Context: an optimization exercise on an open-source flow, tuned for small area, a short achievable clock period and few clock cycles per item. The choices shown serve that exercise and are no tape-out recipe.
The RTL was checked by simulation tests, not by an equivalence proof against the original design.

## flow/design.v (module list and top-level ports; edited modules follow where they fit)
// module wbcomp: 461 lines
// module wbmac: 1844 lines
module wbcomp (
    input  wire        clk,
    input  wire        rst,       
    input  wire        start,
    input  wire [1:0]  op,        
    input  wire [19:0] raw,       
    input  wire [15:0] dig_t1,    
    input  wire [15:0] dig_t2,    
    input  wire [15:0] dig_t3,    
    input  wire [7:0]  dig_h1,    
    input  wire [15:0] dig_h2,    
    input  wire [7:0]  dig_h3,    
    input  wire [11:0] dig_h4,    
    input  wire [11:0] dig_h5,    
    input  wire [7:0]  dig_h6,    
    input  wire [15:0] dig_p1,    
    input  wire [15:0] dig_p2,    
    input  wire [15:0] dig_p3,
    input  wire [15:0] dig_p4,
    input  wire [15:0] dig_p5,
    input  wire [15:0] dig_p6,
    input  wire [15:0] dig_p7,
    input  wire [15:0] dig_p8,
    input  wire [15:0] dig_p9,
    output wire        ready,
    output wire        done,
    output reg  [31:0] result,
    output reg         oor,
    output wire [31:0] fine_out
);
  // ...
==> flow/run.sh <==
#!/bin/bash
# synth_recipe.tcl (not shown) runs the flow's synth.tcl, then flattens the netlist and writes it again
# the make line also repeats each setting of config.mk as NAME=value (left out here)
make -C /OpenROAD-flow-scripts/flow DESIGN_CONFIG=/design/flow/config.mk WORK_HOME=/design/flow/orfs CLKGATE_MAP_FILE= SYNTH_SCRIPT=/design/flow/synth_recipe.tcl finish
==> flow/config.mk <==
export PLATFORM = sky130hd
export DESIGN_NAME = wbcomp
export DESIGN_NICKNAME = wbcomp
export VERILOG_FILES = /design/flow/design.v
export SDC_FILE = /design/flow/constraint.sdc
export NUM_CORES = 8
export LEC_CHECK = 0
export CAP_MARGIN = 20
export CELL_PAD_IN_SITES_DETAIL_PLACEMENT = 1
export CELL_PAD_IN_SITES_GLOBAL_PLACEMENT = 1
export CORE_MARGIN = 2
export CORE_UTILIZATION = 35
export PLACE_DENSITY = 0.5
export SETUP_SLACK_MARGIN = 5
export SLEW_MARGIN = 20
export TNS_END_PERCENT = 0
==> flow/constraint.sdc <==
create_clock -name core_clock -period 12.0 [get_ports {clk}]
set_input_delay 2.4000 -clock core_clock [delete_from_list [all_inputs] [get_ports {clk}]]
set_output_delay 2.4000 -clock core_clock [all_outputs]
set_load 0.01 [all_outputs]
==> impl_metrics.env, run 1 <==
export IMPL_critPathLaunchType="flip-flop"
export IMPL_cts_tree="built"
export IMPL_multi_input_area_um2=59200
export IMPL_wl_met1_um=197000
export IMPL_cp_arrival_ns=9.10
export IMPL_async_flop_share_pct=0
export IMPL_synth_top_family_by_area="compound AO/OA/AOI/OAI gates"
export IMPL_cp_data_required_time_ns=12.55
export IMPL_synth_edff_count=305
export IMPL_synth_adder_area_share_pct=21.5
export IMPL_wl_met2_um=202000
export IMPL_yosysMostFrequentCell="inv_1"
export IMPL_ctsHoldBuffers=0
export IMPL_cp_end_kind="flip-flop"
export IMPL_antenna_found_initial=50
export IMPL_area_delta_synth_final_pct=21.3
export IMPL_drc=0
export IMPL_synth_common_cells="inv_1, a22oi_1, clkbuf_1"
export IMPL_rows=170
export IMPL_drive_gt1_share_pct=15.1
export IMPL_cp_max_fo=9
export IMPL_status="complete, no violations"
export IMPL_min_path_cells=2
export IMPL_crit_start="r2[13]"
export IMPL_grt_max_degree=116
export IMPL_hold_path_end="y[25]"
export IMPL_antenna_cells=55
export IMPL_syn_inst=9161
export IMPL_slowest_stage="xnor2_1"
export IMPL_final_setup_tns_ns=0
export IMPL_firstDrtPassIters=17
export IMPL_start_util_pct=35.2
export IMPL_clock_fmax_mhz=117
export IMPL_r2r_start="r2[13]"
Testbench counts, summed over its fixed seeds: cycles 11,362, items 960.
==> module wbcomp, before the edit <==
module wbcomp (
    input  wire        clk,
    input  wire        rst,       
    input  wire        start,
    input  wire [1:0]  op,        
    input  wire [19:0] raw,       
    input  wire [15:0] dig_t1,    
    input  wire [15:0] dig_t2,    
    input  wire [15:0] dig_t3,    
    input  wire [7:0]  dig_h1,    
    input  wire [15:0] dig_h2,    
    input  wire [7:0]  dig_h3,    
    input  wire [11:0] dig_h4,    
    input  wire [11:0] dig_h5,    
    input  wire [7:0]  dig_h6,    
    input  wire [15:0] dig_p1,    
    input  wire [15:0] dig_p2,    
    input  wire [15:0] dig_p3,
    input  wire [15:0] dig_p4,
    input  wire [15:0] dig_p5,
    input  wire [15:0] dig_p6,
    input  wire [15:0] dig_p7,
    input  wire [15:0] dig_p8,
    input  wire [15:0] dig_p9,
    output wire        ready,
    output wire        done,
    output reg  [31:0] result,
    output reg         oor,
    output wire [31:0] fine_out
);
    localparam K  = 16;               
    localparam W  = K + 66;           
    localparam YW = 52;               
    localparam NJ = 4;                
    localparam DR = 3;                
    localparam BF = 33;               
    localparam BL = 63;               
    localparam CW = 5;
    localparam OP_TEMP = 2'd0, OP_HUM = 2'd1, OP_PRES = 2'd2;
    localparam S_IDLE = 2'd0, S_RUN = 2'd1, S_DIV = 2'd2, S_DONE = 2'd3;
    localparam X_R1 = 0, X_R2 = 1, X_R3 = 2, X_A0 = 3, X_A4 = 4, X_A7 = 5, X_A8 = 6,
               X_A10 = 7, X_A11 = 8, X_A12 = 9, X_A14 = 10, X_A19 = 11,
               X_R2S13 = 12, X_R2Q = 13, X_A15 = 14, X_R3S15 = 15, NX = 16;
    localparam Z_0 = 0, Z_K14 = 1, Z_R3S = 2, Z_2P26 = 4, Z_ACC = 5,
               Z_K21 = 6, Z_R3 = 7, Z_A17 = 8, Z_2P35 = 9, Z_A20 = 10, Z_A25 = 11, Z_R2S19 = 12,
               Z_K4 = 3, NZ = 13;
    localparam Y_NONE = 5'd0, Y_T2 = 5'd1, Y_R2 = 5'd2, Y_T3 = 5'd3, Y_5 = 5'd4,
               Y_H6 = 5'd6, Y_H3 = 5'd7, Y_A10 = 5'd8, Y_H2 = 5'd9,
               Y_A15 = 5'd10, Y_H1 = 5'd11, Y_M1 = 5'd12, Y_P6 = 5'd15, Y_M3125 = 5'd16,
               Y_P2 = 5'd17, Y_P3 = 5'd18, Y_P1 = 5'd19, Y_P9 = 5'd20, Y_A13 = 5'd21,
               Y_1 = 5'd22, Y_P8 = 5'd23, Y_P5 = 5'd24, Y_R3S15 = 5'd27, Y_R2S13 = 5'd25, Y_R2Q = 5'd26;
    reg [1:0]  state;
    reg [1:0]  cur_op;
    reg [4:0]  step;
    reg [22:0] tf;           
    reg [64:0] acc;          
    reg [W-64:0] topb;       
    reg        chk_last, chk_mid;
    reg        ovf;          
    reg        zres;         
    reg [YW-1:0] y;          
    reg [1:0]    j;          
    reg          fst;        
    reg [23:0] r1;
    reg [63:0] r2, r3;
    reg [30:0] kr;           
    reg [31:0] rem;          
    reg [CW-1:0] dcnt;
    reg        qsgn;         
    reg        dsgn;         
    reg        spec;         
    reg        ovl;          
    reg        act;          
    reg [NX-1:0] c_x;        
    reg [NZ-1:0] c_z;        
    reg          c_mac, c_ovf, c_last, c_hold;
    reg [4:0]    c_y;
    assign ready    = (state == S_IDLE) || (state == S_DONE);
    assign done     = (state == S_DONE);
    assign fine_out = {{9{tf[22]}}, tf};
    function [17:0] ucode(input [1:0] o, input [4:0] s, input ov_l);
        reg mac, ov, last, hold; reg [4:0] x; reg [3:0] z; reg [4:0] yy;
        begin
            mac = 1'b1; ov = 1'b1; last = 1'b0; hold = 1'b0; x = X_R1; z = Z_0; yy = Y_NONE;
            case (o)
            OP_TEMP: case (s)
                5'd0: begin x = X_R1;  yy = Y_R2; end                  
                5'd1: begin x = X_R2;  yy = Y_T3; end                  
                default: begin x = X_A12; z = Z_R3S; last = 1'b1; end  
            endcase
            OP_HUM: case (s)
                5'd0: begin x = X_R1;  z = Z_K14;  yy = Y_H6; end      
                5'd1: begin x = X_R1;  yy = Y_H3; end                  
                5'd2: begin x = X_R1;  z = Z_2P26; yy = Y_A10; end     
                5'd3: begin x = X_A11; yy = Y_H2; hold = 1'b1; end     
                5'd4: begin x = X_A10; z = Z_K21; yy = Y_R2; end       
                5'd5: begin x = X_A14; hold = 1'b1; end                
                5'd6: begin x = X_A15; yy = Y_H1; ov = 1'b0; end       
                5'd7: begin x = X_A7;  yy = Y_M1; end                  
                5'd8: begin x = X_A4; z = Z_R3; last = 1'b1; end       
                5'd9: begin mac = 1'b0; yy = Y_R3S15; end              
                default: begin x = X_R3S15; yy = Y_H1; end             
            endcase
            default: case (s)
                5'd0: begin x = X_R1;  yy = Y_P2; end                  
                5'd1: begin x = X_R1;  z = Z_2P35; yy = Y_P3; end      
                5'd2: begin x = X_R2;  z = Z_A20;  yy = Y_P1; end      
                5'd3: begin x = X_A8;  yy = Y_P5; end                  
                5'd4: begin x = X_R1;  z = Z_K14;  yy = Y_P6; end      
                5'd5: begin x = X_R2;  z = Z_A17;  yy = Y_M3125; end   
                5'd6: begin x = X_A0;  yy = Y_P9; end                  
                5'd7: begin mac = 1'b0; yy = Y_M1; end                 
                5'd8: begin x = X_R3;  ov = 1'b0; end                  
                5'd9: begin mac = 1'b0; end                            
                5'd10: begin x = X_R2; end                             
                5'd11: begin mac = 1'b0; yy = Y_P9; end                
                5'd12: begin x = ov_l ? X_R2Q : X_R2S13;               
                             yy = ov_l ? Y_R2Q : Y_R2S13; end
                5'd13: begin x = X_A0; yy = ov_l ? Y_P8 : Y_1; hold = 1'b1; end  
                5'd14: begin x = X_R2; z = Z_R2S19; yy = Y_1; end      
                5'd15: begin x = X_A19; z = Z_R3; last = 1'b1; end    
                5'd19: begin x = X_A8; z = Z_K4; last = 1'b1; end      
                5'd16: begin x = X_R2; z = Z_A25; yy = Y_P8; end       
                5'd17: begin x = X_R2; yy = Y_1; end                   
                default: begin x = X_A19; z = Z_R3; yy = Y_1; end      
            endcase
            endcase
            ucode = {mac, ov, last, hold, x, z, yy};
        end
    endfunction
    function [63:0] asr64(input [63:0] v, input integer s);
        asr64 = {{64{v[63]}}, v} >> s;
    endfunction
    wire [63:0] a64 = acc[63:0];
    wire [63:0] xsrc [0:NX-1];
    assign xsrc[X_R1]  = {{40{r1[23]}}, r1};
    assign xsrc[X_R2]  = r2;
    assign xsrc[X_R3]  = r3;
    assign xsrc[X_A0]  = a64;
    assign xsrc[X_A4]  = asr64(a64, 4);
    assign xsrc[X_A7]  = asr64(a64, 7);
    assign xsrc[X_A8]  = asr64(a64, 8);
    assign xsrc[X_A10] = asr64(a64, 10);
    assign xsrc[X_A11] = asr64(a64, 11);
    assign xsrc[X_A12] = asr64(a64, 12);
    assign xsrc[X_A14] = asr64(a64, 14);
    assign xsrc[X_A19] = asr64(a64, 19);
    assign xsrc[X_R2S13] = asr64(r2, 13);
    assign xsrc[X_R2Q]  = {44'd0, r2[20:1]};
    assign xsrc[X_A15]  = asr64(a64, 15);
    assign xsrc[X_R3S15] = asr64(r3, 15);
    wire [63:0] kr_x = {{33{kr[30]}}, kr};
    wire [63:0] zsrc [0:NZ-1];
    assign zsrc[Z_0]    = 64'd0;
    assign zsrc[Z_ACC]  = 64'd0;
    assign zsrc[Z_K14]  = kr_x << 14;
    assign zsrc[Z_R3S]  = asr64(r3, 11) << 14;
    assign zsrc[Z_2P26] = 64'd1 << 26;
        assign zsrc[Z_K21]  = (kr_x << 21) | 64'd8192;
    assign zsrc[Z_R3]   = r3;
    assign zsrc[Z_A17]  = a64 << 17;
    assign zsrc[Z_2P35] = 64'd1 << 35;
    assign zsrc[Z_A20]  = a64 << 20;
    assign zsrc[Z_A25]  = asr64(a64, 25);
    assign zsrc[Z_R2S19] = r2 << 19;
    assign zsrc[Z_K4]   = kr_x << 4;
    reg [63:0] xv;
    reg [W-2:0] zv;
    integer i;
    always @* begin
        xv = 64'd0;
        for (i = 0; i < NX; i = i + 1) xv = xv | (xsrc[i] & {64{c_x[i]}});
        zv = {acc, 16'd0} & {(W-1){c_z[Z_ACC]}};
        for (i = 0; i < NZ; i = i + 1)
            if (i != Z_ACC) zv = zv | ({{(W-65){zsrc[i][63]}}, zsrc[i]} & {(W-1){c_z[i]}});
    end
    reg [8:0] b_one, b_two, b_neg;
    wire      lastdig = (j == 2'd0);
    wire [W-1:0] sum;
    wbmac mac (.X(xv), .ONE(b_one), .TWO(b_two), .NEG(b_neg), .AZ(zv), .SUM(sum));
    wire [23:0] v1   = {tf[22], tf} - ((op == OP_HUM) ? 24'd76800 : 24'd128000);
    wire [23:0] xh   = v1;
    wire [17:0] ta   = {1'b0, raw[19:3]} - {1'b0, dig_t1, 1'b0};
    wire [16:0] td   = {1'b0, raw[19:4]} - {1'b0, dig_t1};
    wire [18:0] hk   = {3'b0, raw[15:0]} - {{1{dig_h4[11]}}, dig_h4, 6'd0} + 19'd1;
    wire [22:0] pk   = {3'b0, raw} + {{3{dig_p4[15]}}, dig_p4, 4'd0} - 23'd1048576;
    function [YW-1:0] sx16(input [15:0] v);
        sx16 = {{(YW-16){v[15]}}, v};
    endfunction
    reg [YW-1:0] yn;
    always @* begin
        case (c_y)
            Y_T2:   yn = sx16(dig_t2);
            Y_R2:   yn = r2[YW-1:0];
            Y_T3:   yn = sx16(dig_t3);
            Y_H6:   yn = {{(YW-8){dig_h6[7]}}, dig_h6};
            Y_H3:   yn = {{(YW-8){1'b0}}, dig_h3};
            Y_A10:  yn = asr64(a64, 10);
            Y_H2:   yn = sx16(dig_h2);
            Y_H1:   yn = {{(YW-8){1'b0}}, dig_h1};
            Y_M1:   yn = {YW{1'b1}};
            Y_P5:   yn = sx16(dig_p5);
            Y_P6:   yn = sx16(dig_p6);
            Y_M3125: yn = -3125;
            Y_P2:   yn = sx16(dig_p2);
            Y_P3:   yn = sx16(dig_p3);
            Y_P1:   yn = {{(YW-16){1'b0}}, dig_p1};
            Y_P9:   yn = sx16(dig_p9);
            Y_R2S13: yn = asr64(r2, 13);
            Y_R2Q:  yn = {{(YW-20){1'b0}}, r2[20:1]};
            Y_R3S15: yn = asr64(r3, 15);
            Y_P8:   yn = sx16(dig_p8);
            default: yn = 1;
        endcase
    end
    function [1:0] topdig(input [YW-1:0] v);
        begin
            if ((&v[YW-1:K]) || !(|v[YW-1:K]))            topdig = 2'd0;
            else if ((&v[YW-1:2*K]) || !(|v[YW-1:2*K]))   topdig = 2'd1;
            else if ((&v[YW-1:3*K]) || !(|v[YW-1:3*K]))   topdig = 2'd2;
            else                                          topdig = 2'd3;
        end
    endfunction
    reg [YW-1:0] ys;
    always @* begin
        case (op)
            OP_TEMP: ys = sx16(dig_t2);
            OP_HUM:  ys = -{{(YW-12){dig_h5[11]}}, dig_h5};
            default: ys = {{(YW-24){v1[23]}}, v1};
        endcase
    end
    wire [30:0] den      = acc[63:33];
    wire        den_neg  = den[30];
    wire [30:0] den_abs  = den_neg ? -den : den;
    wire        den_zero = (den == 31'd0);
    wire [63:0] dv_n  = r3[63] ? a64 : r3;
    reg [31:0] rq;
    reg [63:0] qq;
    reg [31:0] dt;
    integer s;
    always @* begin
        rq = rem; qq = r2;
        for (s = 0; s < DR; s = s + 1) begin
            dt = {rq[30:0], qq[63]};
            rq = dt + ({1'b0, kr} ^ {32{~rq[31]}}) + {31'd0, ~rq[31]};
            qq = {qq[62:0], ~rq[31]};
        end
    end
    wire [25:0] t5 = {{3{tf[22]}}, tf} + {tf[22], tf, 2'b0} + 26'd128;
    wire ovf_pend = (chk_last && !((&topb) || !(|topb))) ||
                    (chk_mid  && !((&topb[W-64:1]) || !(|topb[W-64:1])));
    wire ovf_all  = ovf || ovf_pend;
    wire        w_neg = acc[63];
    wire        w_big = !acc[63] && (|acc[62:29] || (acc[28:0] > 29'd419430400));
    always @* begin
        case (cur_op)
            OP_TEMP: begin result = {{14{t5[25]}}, t5[25:8]}; oor = 1'b0; end
            OP_HUM: begin
                result = w_neg ? 32'd0 : w_big ? 32'd102400 : {12'd0, acc[31:12]};
                oor    = ovf_all | w_neg | w_big;
            end
            default: begin
                result = zres ? 32'd0 : ovl ? acc[39:8] : acc[31:0];
                oor    = zres | ovf_all | acc[63] | (ovl ? (|acc[62:40]) : (|acc[62:32]));
            end
        endcase
    end
    wire go      = (state == S_IDLE || state == S_DONE) && start;
    wire stepend = act && (!c_mac || lastdig);
    wire is_pres = (cur_op == OP_PRES);
    wire is_hum  = (cur_op == OP_HUM);
    wire zres_now = (state == S_RUN) && is_pres && step == 5'd4 && fst && den_zero;
    wire spec_div = (state == S_RUN) && is_pres && step == 5'd6 && stepend;
    wire chk_div  = (state == S_RUN) && is_pres && step == 5'd9;
    wire dfirst   = (state == S_DIV) && spec && (dcnt == BF / DR);
    wire spec_ok  = !a64[63] && (rem < {1'b0, kr});
    wire div_bad  = dfirst && !spec_ok;
    wire div_last = (state == S_DIV) && (dcnt == 1);
    wire ovl_go   = (state == S_DIV) && ovl && (dcnt == 5);
    wire hs_load  = act && is_hum && step == 5'd5 && lastdig;
    wire hs_fits  = (&a64[63:31]) || !(|a64[63:31]);
    wire hs_redo  = act && is_hum && step == 5'd6 && !hs_fits;
    reg [YW-1:0] n_y; reg n_yload; reg [1:0] n_j; reg n_fst;
    always @* begin
        n_y = yn; n_yload = 1'b0;
        if (go) begin
            n_y = ys; n_yload = 1'b1;
        end else if (div_last) begin
            if (!ovl) begin
                n_y = qsgn ? {YW{1'b1}} : sx16(dig_p9); n_yload = 1'b1;
            end
        end else if (stepend && c_y != Y_NONE) begin
            n_yload = 1'b1;
        end
        n_fst = fst; n_j = j;
        if (go || div_last || ovl_go || div_bad) n_fst = 1'b1;
        else if (act && c_mac && !lastdig) begin
            n_fst = 1'b0; n_j = j - 1'b1;
        end else if (stepend) n_fst = 1'b1;
        if (n_yload) n_j = topdig(n_y);
    end
    reg [1:0] n_op; reg [4:0] n_step; reg n_act; reg n_ovl;
    always @* begin
        n_op = cur_op; n_step = step; n_act = act; n_ovl = ovl;
        if (dfirst) n_ovl = spec_ok && !dsgn;
        if (go) begin
            n_op = op; n_step = 5'd0; n_act = 1'b1; n_ovl = 1'b0;
        end else if (div_bad) begin
            n_step = 5'd7; n_act = 1'b1; n_ovl = 1'b0;
        end else if (div_last) begin
            n_act = 1'b1;
            n_step = ovl ? 5'd14 : qsgn ? 5'd10 : 5'd12;
        end else if (ovl_go) begin
            n_act = 1'b1; n_step = 5'd12;
        end else if (stepend) begin
            if (zres_now || c_last || spec_div || chk_div) n_act = 1'b0;
            else if (state == S_DIV && step == 5'd13) begin
                n_act = 1'b0; n_step = 5'd14;
            end else if (is_pres && step == 5'd13) n_step = 5'd16;
            else if (hs_redo) n_step = 5'd9;
            else if (is_pres && step == 5'd18) n_step = 5'd19;
            else if (is_hum && step == 5'd10) n_step = 5'd7;
            else n_step = step + 1'b1;
        end
    end
    wire [17:0] nu = ucode(n_op, n_step, n_ovl);
    wire [YW-1:0] n_ysrc = n_yload ? n_y : y;
    wire [63:0]   n_yx   = {{(64-YW){n_ysrc[YW-1]}}, n_ysrc};
    wire [K:0]    n_dig  = hs_load ? {sum[31], sum[30:15]} : {n_fst & n_ysrc[YW-1], n_yx[n_j*K +: K]};
    wire [K+2:0]  n_de   = {n_dig[K], n_dig, 1'b0};
    reg  [8:0]    n_one, n_two, n_neg;
    reg  [2:0]    bg;
    integer g;
    always @* begin
        for (g = 0; g < 9; g = g + 1) begin
            bg = n_de[2*g +: 3];
            n_one[g] = bg[1] ^ bg[0];
            n_two[g] = (bg == 3'b011) || (bg == 3'b100);
            n_neg[g] = bg[2] & ~(bg[1] & bg[0]);
        end
    end
    always @(posedge clk) begin
        c_mac  <= nu[17] && n_act;
        c_ovf  <= nu[16];
        c_last <= nu[15];
        c_hold <= nu[14];
        c_y    <= nu[4:0];
        c_x    <= (nu[14] && !n_fst) ? (1 << X_R3) : (1 << nu[13:9]);
        c_z    <= !n_fst ? (1 << Z_ACC) : (n_j == 2'd0) ? (1 << nu[8:5]) : 1;
        if (n_yload) y <= n_y;
        b_one <= n_one;
        b_two <= n_two;
        b_neg <= n_neg;
        j   <= n_j;
        fst <= n_fst;
        step <= n_step;
        cur_op <= n_op;
        ovl <= n_ovl;
        if (go) begin
            case (op)
                OP_TEMP: begin
                    r1 <= {{6{ta[17]}}, ta};
                    r2 <= {{47{td[16]}}, td};
                end
                OP_HUM: begin
                    r1 <= xh;
                    kr <= {{12{hk[18]}}, hk};
                end
                default: begin
                    r1 <= v1;
                    kr <= {{8{pk[22]}}, pk};
                end
            endcase
        end else begin
            if (act && c_mac) begin
                acc  <= sum[64:0];
                topb <= sum[W-1:63];
            end
            if (act && c_hold && fst) r3 <= xv;
            if (act && fst) begin
                case ({cur_op, step})
                    {OP_TEMP, 5'd1}: r3 <= a64;
                    {OP_HUM, 5'd1}: begin
                        r2 <= asr64(a64, 15);
                        kr <= {{15{dig_h2[15]}}, dig_h2};
                    end
                    {OP_HUM, 5'd6}: r3 <= a64;
                    {OP_PRES, 5'd1}: r2 <= a64;
                    {OP_PRES, 5'd4}: begin
                        kr   <= den_abs;
                        dsgn <= den_neg;
                    end
                    {OP_PRES, 5'd11}: r2 <= a64;
                    {OP_PRES, 5'd14}: begin
                        kr <= {{15{dig_p7[15]}}, dig_p7};
                        r3 <= asr64(a64, 25) + {{36{dig_p7[15]}}, dig_p7, 12'd0};
                    end
                    {OP_PRES, 5'd16}: kr <= {{15{dig_p7[15]}}, dig_p7};
                    {OP_PRES, 5'd17}: r3 <= a64;
                    default: ;
                endcase
            end
            if (spec_div) begin
                rem  <= {1'b0, sum[63:33]};
                r2   <= {sum[32:0], 31'd0};
                dcnt <= BF / DR;
                spec <= 1'b1;
            end else if (chk_div) begin
                rem  <= 32'd0;
                r2   <= dv_n << (64 - BL);
                dcnt <= BL / DR;
                spec <= 1'b0;
            end else if (state == S_DIV) begin
                rem  <= rq;
                r2   <= qq;
                dcnt <= dcnt - 1'b1;
                if (dfirst) begin
                    r3   <= a64;
                    qsgn <= a64[63] ^ dsgn;
                    spec <= 1'b0;
                end
            end
        end
    end
    always @(posedge clk) begin
        if (rst) begin
            state    <= S_IDLE;
            tf       <= 23'd0;
            act      <= 1'b0;
            ovf      <= 1'b0;
            zres     <= 1'b0;
            chk_last <= 1'b0;
            chk_mid  <= 1'b0;
        end else begin
            act      <= n_act;
            chk_last <= act && c_mac && c_ovf && lastdig;
            chk_mid  <= act && c_mac && c_ovf && !lastdig;
            ovf      <= go ? 1'b0 : ovf_all;
            if (go) zres <= 1'b0;
            if (stepend && c_last && cur_op == OP_TEMP)
                tf <= sum[36:14];
            case (state)
            S_IDLE, S_DONE: state <= go ? S_RUN : S_IDLE;
            S_RUN: begin
                if (zres_now) begin
                    state <= S_DONE;
                    zres  <= 1'b1;
                end else if (spec_div || chk_div) begin
                    state <= S_DIV;
                end else if (stepend && c_last) begin
                    state <= S_DONE;
                end
            end
            S_DIV: begin
                if (div_bad || div_last) state <= S_RUN;
            end
            default: state <= S_IDLE;
            endcase
        end
    end
endmodule
==> run 2: changes to the inputs <==
--- a/flow/design.v
+++ b/flow/design.v
@@ -229,28 +229,31 @@
             default: ys = {{(YW-24){v1[23]}}, v1};
         endcase
     end
     wire [30:0] den      = acc[63:33];
     wire        den_neg  = den[30];
     wire [30:0] den_abs  = den_neg ? -den : den;
     wire        den_zero = (den == 31'd0);
     wire [63:0] dv_n  = r3[63] ? a64 : r3;
-    reg [31:0] rq;
-    reg [63:0] qq;
-    reg [31:0] dt;
-    integer s;
-    always @* begin
-        rq = rem; qq = r2;
-        for (s = 0; s < DR; s = s + 1) begin
-            dt = {rq[30:0], qq[63]};
-            rq = dt + ({1'b0, kr} ^ {32{~rq[31]}}) + {31'd0, ~rq[31]};
-            qq = {qq[62:0], ~rq[31]};
+    wire [31:0] dv_t [0:DR];
+    wire [63:0] dv_q [0:DR];
+    assign dv_t[0] = rem;
+    assign dv_q[0] = r2;
+    genvar gs;
+    generate
+        for (gs = 0; gs < DR; gs = gs + 1) begin : dstage
+            wire        sgn = dv_t[gs][31];
+            wire [31:0] sh  = {dv_t[gs][30:0], dv_q[gs][63]};
+            wbadd #(.N(32)) add (.a(sh), .b({1'b0, kr} ^ {32{~sgn}}), .ci(~sgn), .s(dv_t[gs+1]));
+            assign dv_q[gs+1] = {dv_q[gs][62:0], ~dv_t[gs+1][31]};
         end
-    end
+    endgenerate
+    wire [31:0] rq = dv_t[DR];
+    wire [63:0] qq = dv_q[DR];
     wire [25:0] t5 = {{3{tf[22]}}, tf} + {tf[22], tf, 2'b0} + 26'd128;
     wire ovf_pend = (chk_last && !((&topb) || !(|topb))) ||
                     (chk_mid  && !((&topb[W-64:1]) || !(|topb[W-64:1])));
     wire ovf_all  = ovf || ovf_pend;
     wire        w_neg = acc[63];
     wire        w_big = !acc[63] && (|acc[62:29] || (acc[28:0] > 29'd419430400));
     always @* begin
         case (cur_op)
@@ -454,16 +457,36 @@
             S_DIV: begin
                 if (div_bad || div_last) state <= S_RUN;
             end
             default: state <= S_IDLE;
             endcase
         end
     end
 endmodule
+module wbadd #(parameter N = 32) (input [N-1:0] a, input [N-1:0] b, input ci, output [N-1:0] s);
+    wire [N-1:0] p0 = a ^ b;
+    wire [N-1:0] g0 = (a & b) | {{(N-1){1'b0}}, p0[0] & ci};
+    wire [N-1:0] g [0:6];
+    wire [N-1:0] p [0:6];
+    assign g[0] = g0;
+    assign p[0] = p0;
+    genvar l;
+    generate
+        for (l = 0; l < 6; l = l + 1) begin : lv
+            if ((1 << l) < N) begin : on
+                wbks #(.N(N), .L(1 << l)) ks (.gi(g[l]), .pi(p[l]), .go(g[l+1]), .po(p[l+1]));
+            end else begin : off
+                assign g[l+1] = g[l];
+                assign p[l+1] = p[l];
+            end
+        end
+    endgenerate
+    assign s = p0 ^ {g[6][N-2:0], ci};
+endmodule
 module wbmac (input [63:0] X, input [8:0] ONE, input [8:0] TWO, input [8:0] NEG, input [80:0] AZ, output [81:0] SUM);
   wire [65:0] pp0;
   assign pp0[0] = (ONE[0] & X[0]) ^ NEG[0];
   assign pp0[1] = ((ONE[0] & X[1]) | (TWO[0] & X[0])) ^ NEG[0];
   assign pp0[2] = ((ONE[0] & X[2]) | (TWO[0] & X[1])) ^ NEG[0];
   assign pp0[3] = ((ONE[0] & X[3]) | (TWO[0] & X[2])) ^ NEG[0];
   assign pp0[4] = ((ONE[0] & X[4]) | (TWO[0] & X[3])) ^ NEG[0];
   assign pp0[5] = ((ONE[0] & X[5]) | (TWO[0] & X[4])) ^ NEG[0];
@@ -2262,44 +2285,43 @@
   wire s1197 = c882 ^ s1037 ^ c1036;
   wire c1198 = (c882 & s1037) | (c882 & c1036) | (s1037 & c1036);
   wire s1199 = pp8[64] ^ ~AZ[80] ^ c1038;
   wire c1200 = (pp8[64] & ~AZ[80]) | (pp8[64] & c1038) | (~AZ[80] & c1038);
   wire [81:0] ra = {~pp8[65], s1199, s1197, s1195, s1193, s1191, s1189, s1187, s1185, s1183, s1181, s1179, s1177, s1175, s1173, s1171, s1169, s1167, s1165, s1163, s1161, s1159, s1157, s1155, s1153, s1151, s1149, s1147, s1145, s1143, s1141, s1139, s1137, s1135, s1133, s1131, s1129, s1127, s1125, s1123, s1121, s1119, s1117, s1115, s1113, s1111, s1109, s1107, s1105, s1103, s1101, s1099, s1097, s1095, s1093, s1091, s1089, s1087, s1085, s1083, s1081, s1079, s1077, s1075, s1073, s1071, s1069, s1067, s1065, s1063, s1061, s1059, s1057, s1055, s1053, s1051, s1049, s1047, s1045, s1043, s1041, AZ[0]};
   wire [81:0] rb = {c1200, c1198, c1196, c1194, c1192, c1190, c1188, c1186, c1184, c1182, c1180, c1178, c1176, c1174, c1172, c1170, c1168, c1166, c1164, c1162, c1160, c1158, c1156, c1154, c1152, c1150, c1148, c1146, c1144, c1142, c1140, c1138, c1136, c1134, c1132, c1130, c1128, c1126, c1124, c1122, c1120, c1118, c1116, c1114, c1112, c1110, c1108, c1106, c1104, c1102, c1100, c1098, c1096, c1094, c1092, c1090, c1088, c1086, c1084, c1082, c1080, c1078, c1076, c1074, c1072, c1070, c1068, c1066, c1064, c1062, c1060, c1058, c1056, c1054, c1052, c1050, c1048, c1046, c1044, c1042, c1040, s1039};
   wire [81:0] g0 = ra & rb, p0 = ra ^ rb;
   wire [81:0] g1, p1;
-  assign g1[0:0] = g0[0:0];
-  assign p1[0:0] = p0[0:0];
-  assign g1[81:1] = g0[81:1] | (p0[81:1] & g0[80:0]);
-  assign p1[81:1] = p0[81:1] & p0[80:0];
+  wbks #(.N(82), .L(1)) pf1 (.gi(g0), .pi(p0), .go(g1), .po(p1));
   wire [81:0] g2, p2;
-  assign g2[1:0] = g1[1:0];
-  assign p2[1:0] = p1[1:0];
-  assign g2[81:2] = g1[81:2] | (p1[81:2] & g1[79:0]);
-  assign p2[81:2] = p1[81:2] & p1[79:0];
+  wbks #(.N(82), .L(2)) pf2 (.gi(g1), .pi(p1), .go(g2), .po(p2));
   wire [81:0] g3, p3;
-  assign g3[3:0] = g2[3:0];
-  assign p3[3:0] = p2[3:0];
-  assign g3[81:4] = g2[81:4] | (p2[81:4] & g2[77:0]);
-  assign p3[81:4] = p2[81:4] & p2[77:0];
+  wbks #(.N(82), .L(4)) pf3 (.gi(g2), .pi(p2), .go(g3), .po(p3));
   wire [81:0] g4, p4;
-  assign g4[7:0] = g3[7:0];
-  assign p4[7:0] = p3[7:0];
-  assign g4[81:8] = g3[81:8] | (p3[81:8] & g3[73:0]);
-  assign p4[81:8] = p3[81:8] & p3[73:0];
+  wbks #(.N(82), .L(8)) pf4 (.gi(g3), .pi(p3), .go(g4), .po(p4));
   wire [81:0] g5, p5;
-  assign g5[15:0] = g4[15:0];
-  assign p5[15:0] = p4[15:0];
-  assign g5[81:16] = g4[81:16] | (p4[81:16] & g4[65:0]);
-  assign p5[81:16] = p4[81:16] & p4[65:0];
+  wbks #(.N(82), .L(16)) pf5 (.gi(g4), .pi(p4), .go(g5), .po(p5));
   wire [81:0] g6, p6;
-  assign g6[31:0] = g5[31:0];
-  assign p6[31:0] = p5[31:0];
-  assign g6[81:32] = g5[81:32] | (p5[81:32] & g5[49:0]);
-  assign p6[81:32] = p5[81:32] & p5[49:0];
+  wbks #(.N(82), .L(32)) pf6 (.gi(g5), .pi(p5), .go(g6), .po(p6));
   wire [81:0] g7, p7;
-  assign g7[63:0] = g6[63:0];
-  assign p7[63:0] = p6[63:0];
-  assign g7[81:64] = g6[81:64] | (p6[81:64] & g6[17:0]);
-  assign p7[81:64] = p6[81:64] & p6[17:0];
+  wbks #(.N(82), .L(64)) pf7 (.gi(g6), .pi(p6), .go(g7), .po(p7));
   assign SUM = p0 ^ {g7[80:0], 1'b0};
 endmodule
+module wbks #(parameter N = 82, parameter L = 1) (input [N-1:0] gi, input [N-1:0] pi, output [N-1:0] go, output [N-1:0] po);
+  assign go[L-1:0] = gi[L-1:0];
+  assign po[L-1:0] = pi[L-1:0];
+  assign go[N-1:L] = gi[N-1:L] | (pi[N-1:L] & gi[N-1-L:0]);
+  assign po[N-1:L] = pi[N-1:L] & pi[N-1-L:0];
+endmodule
+module wbsk #(parameter N = 82, parameter L = 1) (input [N-1:0] gi, input [N-1:0] pi, output [N-1:0] go, output [N-1:0] po);
+  genvar i;
+  generate
+    for (i = 0; i < N; i = i + 1) begin : b
+      if ((i / L) % 2 == 1) begin : t
+        assign go[i] = gi[i] | (pi[i] & gi[(i / L) * L - 1]);
+        assign po[i] = pi[i] & pi[(i / L) * L - 1];
+      end else begin : f
+        assign go[i] = gi[i];
+        assign po[i] = pi[i];
+      end
+    end
+  endgenerate
+endmodule
--- a/flow/config.mk
+++ b/flow/config.mk
@@ -8,9 +8,11 @@
 export CAP_MARGIN = 20
 export CELL_PAD_IN_SITES_DETAIL_PLACEMENT = 1
 export CELL_PAD_IN_SITES_GLOBAL_PLACEMENT = 1
 export CORE_MARGIN = 2
 export CORE_UTILIZATION = 35
 export PLACE_DENSITY = 0.5
 export SETUP_SLACK_MARGIN = 5
 export SLEW_MARGIN = 20
+export SYNTH_HIERARCHICAL = 1
+export SYNTH_MINIMUM_KEEP_SIZE = 0
 export TNS_END_PERCENT = 0
==> impl_metrics.env, run 2 <==
export IMPL_syn_area_per_cell_um2=8.23
export IMPL_clk_root_buffer_cell="clkbuf_16"
export IMPL_final_common_cell="a22oi_1"
export IMPL_cp_max_fo=6
export IMPL_cp_depth=13
export IMPL_routedWlPerCell_um=42.3
export IMPL_fill_cells=27896
export IMPL_path_class="flip-flop to output pin"
export IMPL_drc=0
export IMPL_clkTransAtPathRegs_ns=0.06
export IMPL_crit_start="tf[2]"
export IMPL_r2r_cells=24
export IMPL_grt_pass1_wl_um=773000
export IMPL_slew_viol_final=0
export IMPL_htree_levels=3
export IMPL_final_util_pct=41.1
export IMPL_cp_end_kind="output pin"
export IMPL_numPortBuffers=347
export IMPL_critPathLaunchType="flip-flop"
export IMPL_final_cell_mix="a22oi_1, a21o_1, inv_1, and2_1, xnor2_1"
export IMPL_setup_violations=0
export IMPL_final_setup_tns_ns=0
export IMPL_r2r_setup_slack_ns=4.37
export IMPL_cp_arrival_ns=5.23
export IMPL_stdcell_count=13569
export IMPL_clkSinkCount=461
export IMPL_routed_via_count=93490
export IMPL_cp_slowest_stage_delay_ns=0.89
export IMPL_slowest_stage="o21ai_0"
export IMPL_dp_cells=13088
export IMPL_start_util_pct=35.2
export IMPL_firstDrtPassIters=15
export IMPL_grt_max_degree=67
export IMPL_gr_usage_all_layers_pct=45.0
export IMPL_critPathTopFamily="compound AO/OA/AOI/OAI gates"
export IMPL_core_area_um2=241000
export IMPL_syn_area_um2=84700
export IMPL_ctsHoldBuffers=0
export IMPL_clock_path_buffers=3
export IMPL_final_hold_viol_count=0
export IMPL_die_h_um=496
export IMPL_status="complete, no violations"
export IMPL_skew_ns=0.0611
export IMPL_ant_nets=0
export IMPL_area_delta_synth_final_pct=16.7
export IMPL_place_ws_ns=2.25
export IMPL_cts_made_buffers=67
export IMPL_via_per_inst=6.89
export IMPL_place_congestion=1.02
export IMPL_tightest_slew_ns=1.26
export IMPL_syn_inst=10298
export IMPL_ys_warn_count=8
export IMPL_setup_ws_ns=4.37
export IMPL_cp_data_required_time_ns=9.60
export IMPL_pin_count=348
export IMPL_rsz0062_at_grt="true"
export IMPL_r2r_start="r3[48]"
export IMPL_first_global_vias=91296
export IMPL_clock_fmax_mhz=131
export IMPL_endpoint="result[13]"
export IMPL_hpwlAfterDp_um=413000
export IMPL_die_width_um=496
export IMPL_crit_top_cell="ha_1"
export IMPL_relSlewSlack_pct=15.9
export IMPL_rows=180
export IMPL_cts_tree="built"
export IMPL_clock_latency_ns=0.78
export IMPL_largestRegisters="r2: 64 flops, r3: 64 flops, acc: 63 flops"
export IMPL_drive_gt1_share_pct=12.5
export IMPL_max_cap_violations=0
export IMPL_nets=11542
export IMPL_r2r_end="rem[18]"
export IMPL_path_cells="buf_4 > ha_1 > ha_1 > a41o_1 > a21o_1 > a21oi_2 > o211a_1 > o31ai_2 > a211o_1 > and3_1 > o21a_1 > o21ai_0 > clkdlybuf4s50_1"
export IMPL_fin_crit_sh_pct=63.6
export IMPL_grt_overflow_total=0
export IMPL_dieArea_um2=246000
export IMPL_hp_class="flip-flop to flip-flop"
export IMPL_cp_num_buf_inv=2
export IMPL_finalCriticalPeriod_ns=7.63
export IMPL_wl_um=574000
export IMPL_antenna_found_initial=78
export IMPL_drt_iter0_markers=14965
-- run 2: timing repair --
item / CTS / global route
endpoints found under the hold margin: 0 / 0
pin swaps: 95 / 89
setup buffers: 230 / 45
endpoints found under the setup margin: 218 / 226
resized for setup: 453 / 160
cloned: 28 / 3
-- run 2: stage by stage --
step | hold slack [ns] | instance area (µm²)
CTS | 0.467 | 97500
global route | 0.481 | 98700
floorplan | 0.407 | 84700
finish | 0.460 | 98900
global placement | 0.440 | 90200
detailed placement | 0.454 | 90300
-- run 2: area by class of cell --
cell class	count	area [µm²]	area share [%]
clock buffers	85	1870	1.89
well taps	3185	3990	4.03
multi-input cells	7849	66100	66.8
diodes	53	133	0.134
flip-flops and latches	461	12400	12.5
repair buffers	1063	10800	10.9
clock inverters	36	450	0.456
inverters	837	3160	3.20
-- run 2: worst min path at each step --
stage | slack, ns | cells after the start | start | end
after floorplan | 0.41 | 2 | y[16] | y[16]
after global placement | 0.44 | 2 | zres | zres
after detailed placement | 0.45 | 2 | y[31] | y[31]
after CTS | 0.47 | 2 | zres | zres
after global routing | 0.48 | 2 | zres | zres
final | 0.46 | 2 | y[31] | y[31]
-- run 2: tightest hold or removal path: cells and delay by family, from the launching register on --
| family | cells | cell delay, ns |
|---|---|---|
| simple gates | 2 | 0.12 |
| flops | 1 | 0.30 |
-- run 2: per-layer routing --
layer  track usage [%]  wire, µm  vias up
li1                  -         -    36649
met1              56.9    226000    47720
met2              62.6    228000     6963
met3              19.6     76100     2085
met4              26.2     42500       73
met5              2.16      1230        -
Testbench counts of run 2, summed over its fixed seeds: cycles 11,362, items 960.
==> run 3: changes to the inputs <==
--- a/flow/design.v
+++ b/flow/design.v
@@ -61,7 +61,6 @@
     reg [YW-1:0] y;          
     reg [1:0]    j;          
     reg          fst;        
-    reg [23:0] r1;
     reg [63:0] r2, r3;
     reg [30:0] kr;           
     reg [31:0] rem;          
@@ -77,21 +76,23 @@
     reg [4:0]    c_y;
     assign ready    = (state == S_IDLE) || (state == S_DONE);
     assign done     = (state == S_DONE);
-    assign fine_out = {{9{tf[22]}}, tf};
+    wire        t_done = (state == S_DONE) && (cur_op == OP_TEMP);
+    wire [22:0] tfv    = t_done ? acc[36:14] : tf;
+    assign fine_out = {{9{tfv[22]}}, tfv};
     function [17:0] ucode(input [1:0] o, input [4:0] s, input ov_l);
         reg mac, ov, last, hold; reg [4:0] x; reg [3:0] z; reg [4:0] yy;
         begin
-            mac = 1'b1; ov = 1'b1; last = 1'b0; hold = 1'b0; x = X_R1; z = Z_0; yy = Y_NONE;
+            mac = 1'b1; ov = 1'b1; last = 1'b0; hold = 1'b0; x = X_R3; z = Z_0; yy = Y_NONE;
             case (o)
             OP_TEMP: case (s)
-                5'd0: begin x = X_R1;  yy = Y_R2; end                  
+                5'd0: begin x = X_R3;  yy = Y_R2; end                  
                 5'd1: begin x = X_R2;  yy = Y_T3; end                  
                 default: begin x = X_A12; z = Z_R3S; last = 1'b1; end  
             endcase
             OP_HUM: case (s)
-                5'd0: begin x = X_R1;  z = Z_K14;  yy = Y_H6; end      
-                5'd1: begin x = X_R1;  yy = Y_H3; end                  
-                5'd2: begin x = X_R1;  z = Z_2P26; yy = Y_A10; end     
+                5'd0: begin x = X_R3;  z = Z_K14;  yy = Y_H6; end      
+                5'd1: begin x = X_R3;  yy = Y_H3; end                  
+                5'd2: begin x = X_R3;  z = Z_2P26; yy = Y_A10; end     
                 5'd3: begin x = X_A11; yy = Y_H2; hold = 1'b1; end     
                 5'd4: begin x = X_A10; z = Z_K21; yy = Y_R2; end       
                 5'd5: begin x = X_A14; hold = 1'b1; end                
@@ -102,11 +103,11 @@
                 default: begin x = X_R3S15; yy = Y_H1; end             
             endcase
             default: case (s)
-                5'd0: begin x = X_R1;  yy = Y_P2; end                  
-                5'd1: begin x = X_R1;  z = Z_2P35; yy = Y_P3; end      
+                5'd0: begin x = X_R3;  yy = Y_P2; end                  
+                5'd1: begin x = X_R3;  z = Z_2P35; yy = Y_P3; end      
                 5'd2: begin x = X_R2;  z = Z_A20;  yy = Y_P1; end      
                 5'd3: begin x = X_A8;  yy = Y_P5; end                  
-                5'd4: begin x = X_R1;  z = Z_K14;  yy = Y_P6; end      
+                5'd4: begin x = X_R3;  z = Z_K14;  yy = Y_P6; end      
                 5'd5: begin x = X_R2;  z = Z_A17;  yy = Y_M3125; end   
                 5'd6: begin x = X_A0;  yy = Y_P9; end                  
                 5'd7: begin mac = 1'b0; yy = Y_M1; end                 
@@ -133,7 +134,7 @@
     endfunction
     wire [63:0] a64 = acc[63:0];
     wire [63:0] xsrc [0:NX-1];
-    assign xsrc[X_R1]  = {{40{r1[23]}}, r1};
+    assign xsrc[X_R1]  = 64'd0;
     assign xsrc[X_R2]  = r2;
     assign xsrc[X_R3]  = r3;
     assign xsrc[X_A0]  = a64;
@@ -176,9 +177,23 @@
     end
     reg [8:0] b_one, b_two, b_neg;
     wire      lastdig = (j == 2'd0);
+    reg        c_hs;
+    wire [18:0] hs_de = {acc[31], acc[31:15], 1'b0};
+    reg  [8:0] hs_one, hs_two, hs_neg;
+    reg  [2:0] hb;
+    integer hg;
+    always @* begin
+        for (hg = 0; hg < 9; hg = hg + 1) begin
+            hb = hs_de[2*hg +: 3];
+            hs_one[hg] = hb[1] ^ hb[0];
+            hs_two[hg] = (hb == 3'b011) || (hb == 3'b100);
+            hs_neg[hg] = hb[2] & ~(hb[1] & hb[0]);
+        end
+    end
     wire [W-1:0] sum;
-    wbmac mac (.X(xv), .ONE(b_one), .TWO(b_two), .NEG(b_neg), .AZ(zv), .SUM(sum));
-    wire [23:0] v1   = {tf[22], tf} - ((op == OP_HUM) ? 24'd76800 : 24'd128000);
+    wbmac mac (.X(xv), .ONE(c_hs ? hs_one : b_one), .TWO(c_hs ? hs_two : b_two),
+               .NEG(c_hs ? hs_neg : b_neg), .AZ(zv), .SUM(sum));
+    wire [23:0] v1   = {tfv[22], tfv} - ((op == OP_HUM) ? 24'd76800 : 24'd128000);
     wire [23:0] xh   = v1;
     wire [17:0] ta   = {1'b0, raw[19:3]} - {1'b0, dig_t1, 1'b0};
     wire [16:0] td   = {1'b0, raw[19:4]} - {1'b0, dig_t1};
@@ -249,7 +264,12 @@
     endgenerate
     wire [31:0] rq = dv_t[DR];
     wire [63:0] qq = dv_q[DR];
-    wire [25:0] t5 = {{3{tf[22]}}, tf} + {tf[22], tf, 2'b0} + 26'd128;
+    wire [25:0] t5a = {acc[36], acc[36:14], 2'b0};
+    wire [25:0] t5b = {{3{acc[36]}}, acc[36:14]};
+    wire [25:0] t5s = t5a ^ t5b ^ 26'd128;
+    wire [25:0] t5c = (t5a & t5b) | ((t5a | t5b) & 26'd128);
+    wire [25:0] t5;
+    wbadd #(.N(26)) t5add (.a(t5s), .b({t5c[24:0], 1'b0}), .ci(1'b0), .s(t5));
     wire ovf_pend = (chk_last && !((&topb) || !(|topb))) ||
                     (chk_mid  && !((&topb[W-64:1]) || !(|topb[W-64:1])));
     wire ovf_all  = ovf || ovf_pend;
@@ -280,7 +300,6 @@
     wire div_bad  = dfirst && !spec_ok;
     wire div_last = (state == S_DIV) && (dcnt == 1);
     wire ovl_go   = (state == S_DIV) && ovl && (dcnt == 5);
-    wire hs_load  = act && is_hum && step == 5'd5 && lastdig;
     wire hs_fits  = (&a64[63:31]) || !(|a64[63:31]);
     wire hs_redo  = act && is_hum && step == 5'd6 && !hs_fits;
     reg [YW-1:0] n_y; reg n_yload; reg [1:0] n_j; reg n_fst;
@@ -329,7 +348,7 @@
     wire [17:0] nu = ucode(n_op, n_step, n_ovl);
     wire [YW-1:0] n_ysrc = n_yload ? n_y : y;
     wire [63:0]   n_yx   = {{(64-YW){n_ysrc[YW-1]}}, n_ysrc};
-    wire [K:0]    n_dig  = hs_load ? {sum[31], sum[30:15]} : {n_fst & n_ysrc[YW-1], n_yx[n_j*K +: K]};
+    wire [K:0]    n_dig  = {n_fst & n_ysrc[YW-1], n_yx[n_j*K +: K]};
     wire [K+2:0]  n_de   = {n_dig[K], n_dig, 1'b0};
     reg  [8:0]    n_one, n_two, n_neg;
     reg  [2:0]    bg;
@@ -347,9 +366,10 @@
         c_ovf  <= nu[16];
         c_last <= nu[15];
         c_hold <= nu[14];
+        c_hs   <= n_act && (n_op == OP_HUM) && (n_step == 5'd6);
         c_y    <= nu[4:0];
         c_x    <= (nu[14] && !n_fst) ? (1 << X_R3) : (1 << nu[13:9]);
-        c_z    <= !n_fst ? (1 << Z_ACC) : (n_j == 2'd0) ? (1 << nu[8:5]) : 1;
+        c_z    <= !n_fst ? (1 << Z_ACC) : (1 << nu[8:5]);
         if (n_yload) y <= n_y;
         b_one <= n_one;
         b_two <= n_two;
@@ -362,15 +382,15 @@
         if (go) begin
             case (op)
                 OP_TEMP: begin
-                    r1 <= {{6{ta[17]}}, ta};
+                    r3 <= {{46{ta[17]}}, ta};
                     r2 <= {{47{td[16]}}, td};
                 end
                 OP_HUM: begin
-                    r1 <= xh;
+                    r3 <= {{40{xh[23]}}, xh};
                     kr <= {{12{hk[18]}}, hk};
                 end
                 default: begin
-                    r1 <= v1;
+                    r3 <= {{40{v1[23]}}, v1};
                     kr <= {{8{pk[22]}}, pk};
                 end
             endcase
@@ -440,8 +460,8 @@
             chk_mid  <= act && c_mac && c_ovf && !lastdig;
             ovf      <= go ? 1'b0 : ovf_all;
             if (go) zres <= 1'b0;
-            if (stepend && c_last && cur_op == OP_TEMP)
-                tf <= sum[36:14];
+            if (t_done)
+                tf <= acc[36:14];
             case (state)
             S_IDLE, S_DONE: state <= go ? S_RUN : S_IDLE;
             S_RUN: begin
==> impl_metrics.env, run 3 <==
export IMPL_endpoint="topb[2]"
export IMPL_hpwlAfterDp_um=415000
export IMPL_fin_crit_sh_pct=61.7
export IMPL_cts_tree="built"
export IMPL_slew_viol_final=0
export IMPL_clkSinkCount=437
export IMPL_start_util_pct=35.1
export IMPL_wl_met2_um=240000
export IMPL_final_cell_mix="a22oi_1, a21o_1, inv_1, and2_1, xnor2_1"
export IMPL_dieArea_um2=245000
export IMPL_grt_pass1_wl_um=796000
export IMPL_placed_area_um2=89700
export IMPL_final_setup_tns_ns=0
export IMPL_setup_violations=0
export IMPL_core_area_um2=240000
export IMPL_r2r_setup_slack_ns=4.60
export IMPL_drt_iter0_markers=13200
export IMPL_crit_start="acc[28]"
export IMPL_seq_area_um2=11000
export IMPL_fill_cells=27814
export IMPL_die_width_um=495
export IMPL_cts_made_buffers=66
export IMPL_wl_met1_um=221000
export IMPL_ys_warn_count=9
export IMPL_gr_usage_all_layers_pct=46.6
export IMPL_syn_area_um2=84300
export IMPL_relSlewSlack_pct=6.00
export IMPL_critPathLaunchType="flip-flop"
export IMPL_finalCriticalPeriod_ns=7.40
export IMPL_fin_area_um2=100000
export IMPL_final_common_cell="a22oi_1"
export IMPL_cp_max_fo=42
export IMPL_die_h_um=495
export IMPL_cp_data_required_time_ns=12.43
export IMPL_ctsHoldBuffers=0
export IMPL_pin_count=348
export IMPL_clock_latency_ns=0.78
export IMPL_htree_levels=3
export IMPL_skew_ns=0.0969
export IMPL_largestRegisters="r2: 64 flops, r3: 64 flops, acc: 63 flops"
export IMPL_clock_fmax_mhz=135
export IMPL_area_delta_synth_final_pct=18.8
export IMPL_wl_um=589000
export IMPL_drc=0
export IMPL_numPortBuffers=347
export IMPL_r2r_end="topb[2]"
export IMPL_routed_via_count=92989
export IMPL_dr_wl_met3_um=70400
export IMPL_routedWlPerCell_um=43.3
export IMPL_status="complete, no violations"
export IMPL_clkTransAtPathRegs_ns=0.07
export IMPL_first_global_vias=91760
export IMPL_max_cap_violations=0
export IMPL_antenna_found_initial=64
export IMPL_via_per_inst=6.83
export IMPL_final_hold_viol_count=0
export IMPL_cp_end_kind="flip-flop"
export IMPL_path_class="flip-flop to flip-flop"
export IMPL_multi_input_area_um2=68000
export IMPL_syn_inst=10328
export IMPL_r2r_cells=23
export IMPL_firstDrtPassIters=17
export IMPL_ant_nets=0
export IMPL_cp_arrival_ns=7.83
export IMPL_top_layer_used="met5"
export IMPL_place_congestion=1.01
export IMPL_grt_overflow_total=0
export IMPL_hp_class="flip-flop to flip-flop"
export IMPL_rsz0062_at_grt="true"
export IMPL_r2r_start="acc[28]"
export IMPL_syn_area_per_cell_um2=8.16
export IMPL_drive_gt1_share_pct=14.2
export IMPL_rows=180
export IMPL_nets=11628
export IMPL_clock_path_buffers=3
export IMPL_clk_root_buffer_cell="clkbuf_16"
export IMPL_tightest_slew_ns=1.41
export IMPL_grt_max_degree=72
run 3: metal layers:
layer / vias to the layer above / track usage (%)
li1: 36627 / -
met1: 47103 / 55.3
met2: 6809 / 66.8
met3: 2400 / 18.9
met4: 50 / 35.1
met5: - / 2.29
run 3: worst max-delay path: stages, from the launching register on:
cell,delay (ns)
edfxtp_1,0.39
buf_4,0.20
buf_6,0.25
buf_4,0.33
nand2_1,0.17
o22ai_4,0.16
buf_6,0.39
buf_8,0.44
xnor2_1,0.20
fa_1,0.68
fa_1,0.47
fa_1,0.50
inv_1,0.06
fa_1,0.51
inv_1,0.05
ha_1,0.37
a21o_1,0.21
a21o_1,0.19
a21o_1,0.18
a21o_1,0.23
a21o_1,0.20
a21o_1,0.20
a21o_4,0.24
xor2_1,0.15
run 3: worst min path at each step:
stage / start / end / slack [ns] / cells after the start
floorplan: y[31] / y[31] / 0.41 / 2
global placement: y[31] / y[31] / 0.42 / 2
detailed placement: y[47] / y[47] / 0.43 / 2
CTS: y[47] / y[47] / 0.44 / 2
global route: y[46] / y[46] / 0.47 / 2
finish: y[46] / y[46] / 0.45 / 2
run 3: area by class of cell:
| type | instances | area share, % |
|---|---|---|
| diodes | 42 | 0.105 |
| clock buffers | 85 | 1.88 |
| clock inverters | 37 | 0.442 |
| inverters | 857 | 3.26 |
| multi-input cells | 7891 | 67.9 |
| flip-flops and latches | 437 | 11.0 |
| well taps | 3185 | 3.98 |
| repair buffers | 1089 | 11.5 |
run 3: repair_timing:
item,CTS,global route
pin swaps,87,133
resized for setup,619,273
endpoints found under the setup margin,234,209
setup buffers,226,102
gates cloned,22,5
run 3: stage by stage:
step,setup slack (ns),utilization (%),hold WS (ns),instances
after detailed placement,2.65,37.4,0.431,13097
after global placement,2.74,37.3,0.418,13094
after global routing,4.55,41.7,0.467,13589
final,4.60,41.7,0.447,13623
after floorplan,4.72,-,0.407,10334
after CTS,4.81,40.7,0.444,13467
Testbench counts of run 3, summed over its fixed seeds: cycles 11,362, items 960.

==> separate check: timing with driven ports <==
In the flow no input, the clock included, has a driving cell. The finished layouts below were timed again as built, in two steps. Step 1 sets driving cells, clkbuf_16 on the clock port and buf_2 on the other inputs (assumed; they add their load-dependent delay and slew). Step 2 times the ports against the registers' clock, not the clock port: input delays grow and output delays shrink by t, the midpoint of the rising clock arrivals with the driver on. Slacks: ideal ports / drivers / drivers and shift; pairs: ideal ports / drivers.
run	t (ns)	slack for setup (ns)	hold WS [ns]
run 1	0.823	3.453 / 3.453 / 3.084	0.444 / 0.444 / 0.444
run 2	0.820	4.368 / 4.294 / 3.723	0.460 / 0.460 / 0.460
run 3	0.845	4.599 / 4.599 / 3.955	0.447 / 0.447 / 0.447
After both steps every run listed still meets setup and hold. The setup slack of run 2, which loses most, moves by -0.074 ns with the drivers and by -0.645 ns with both steps.
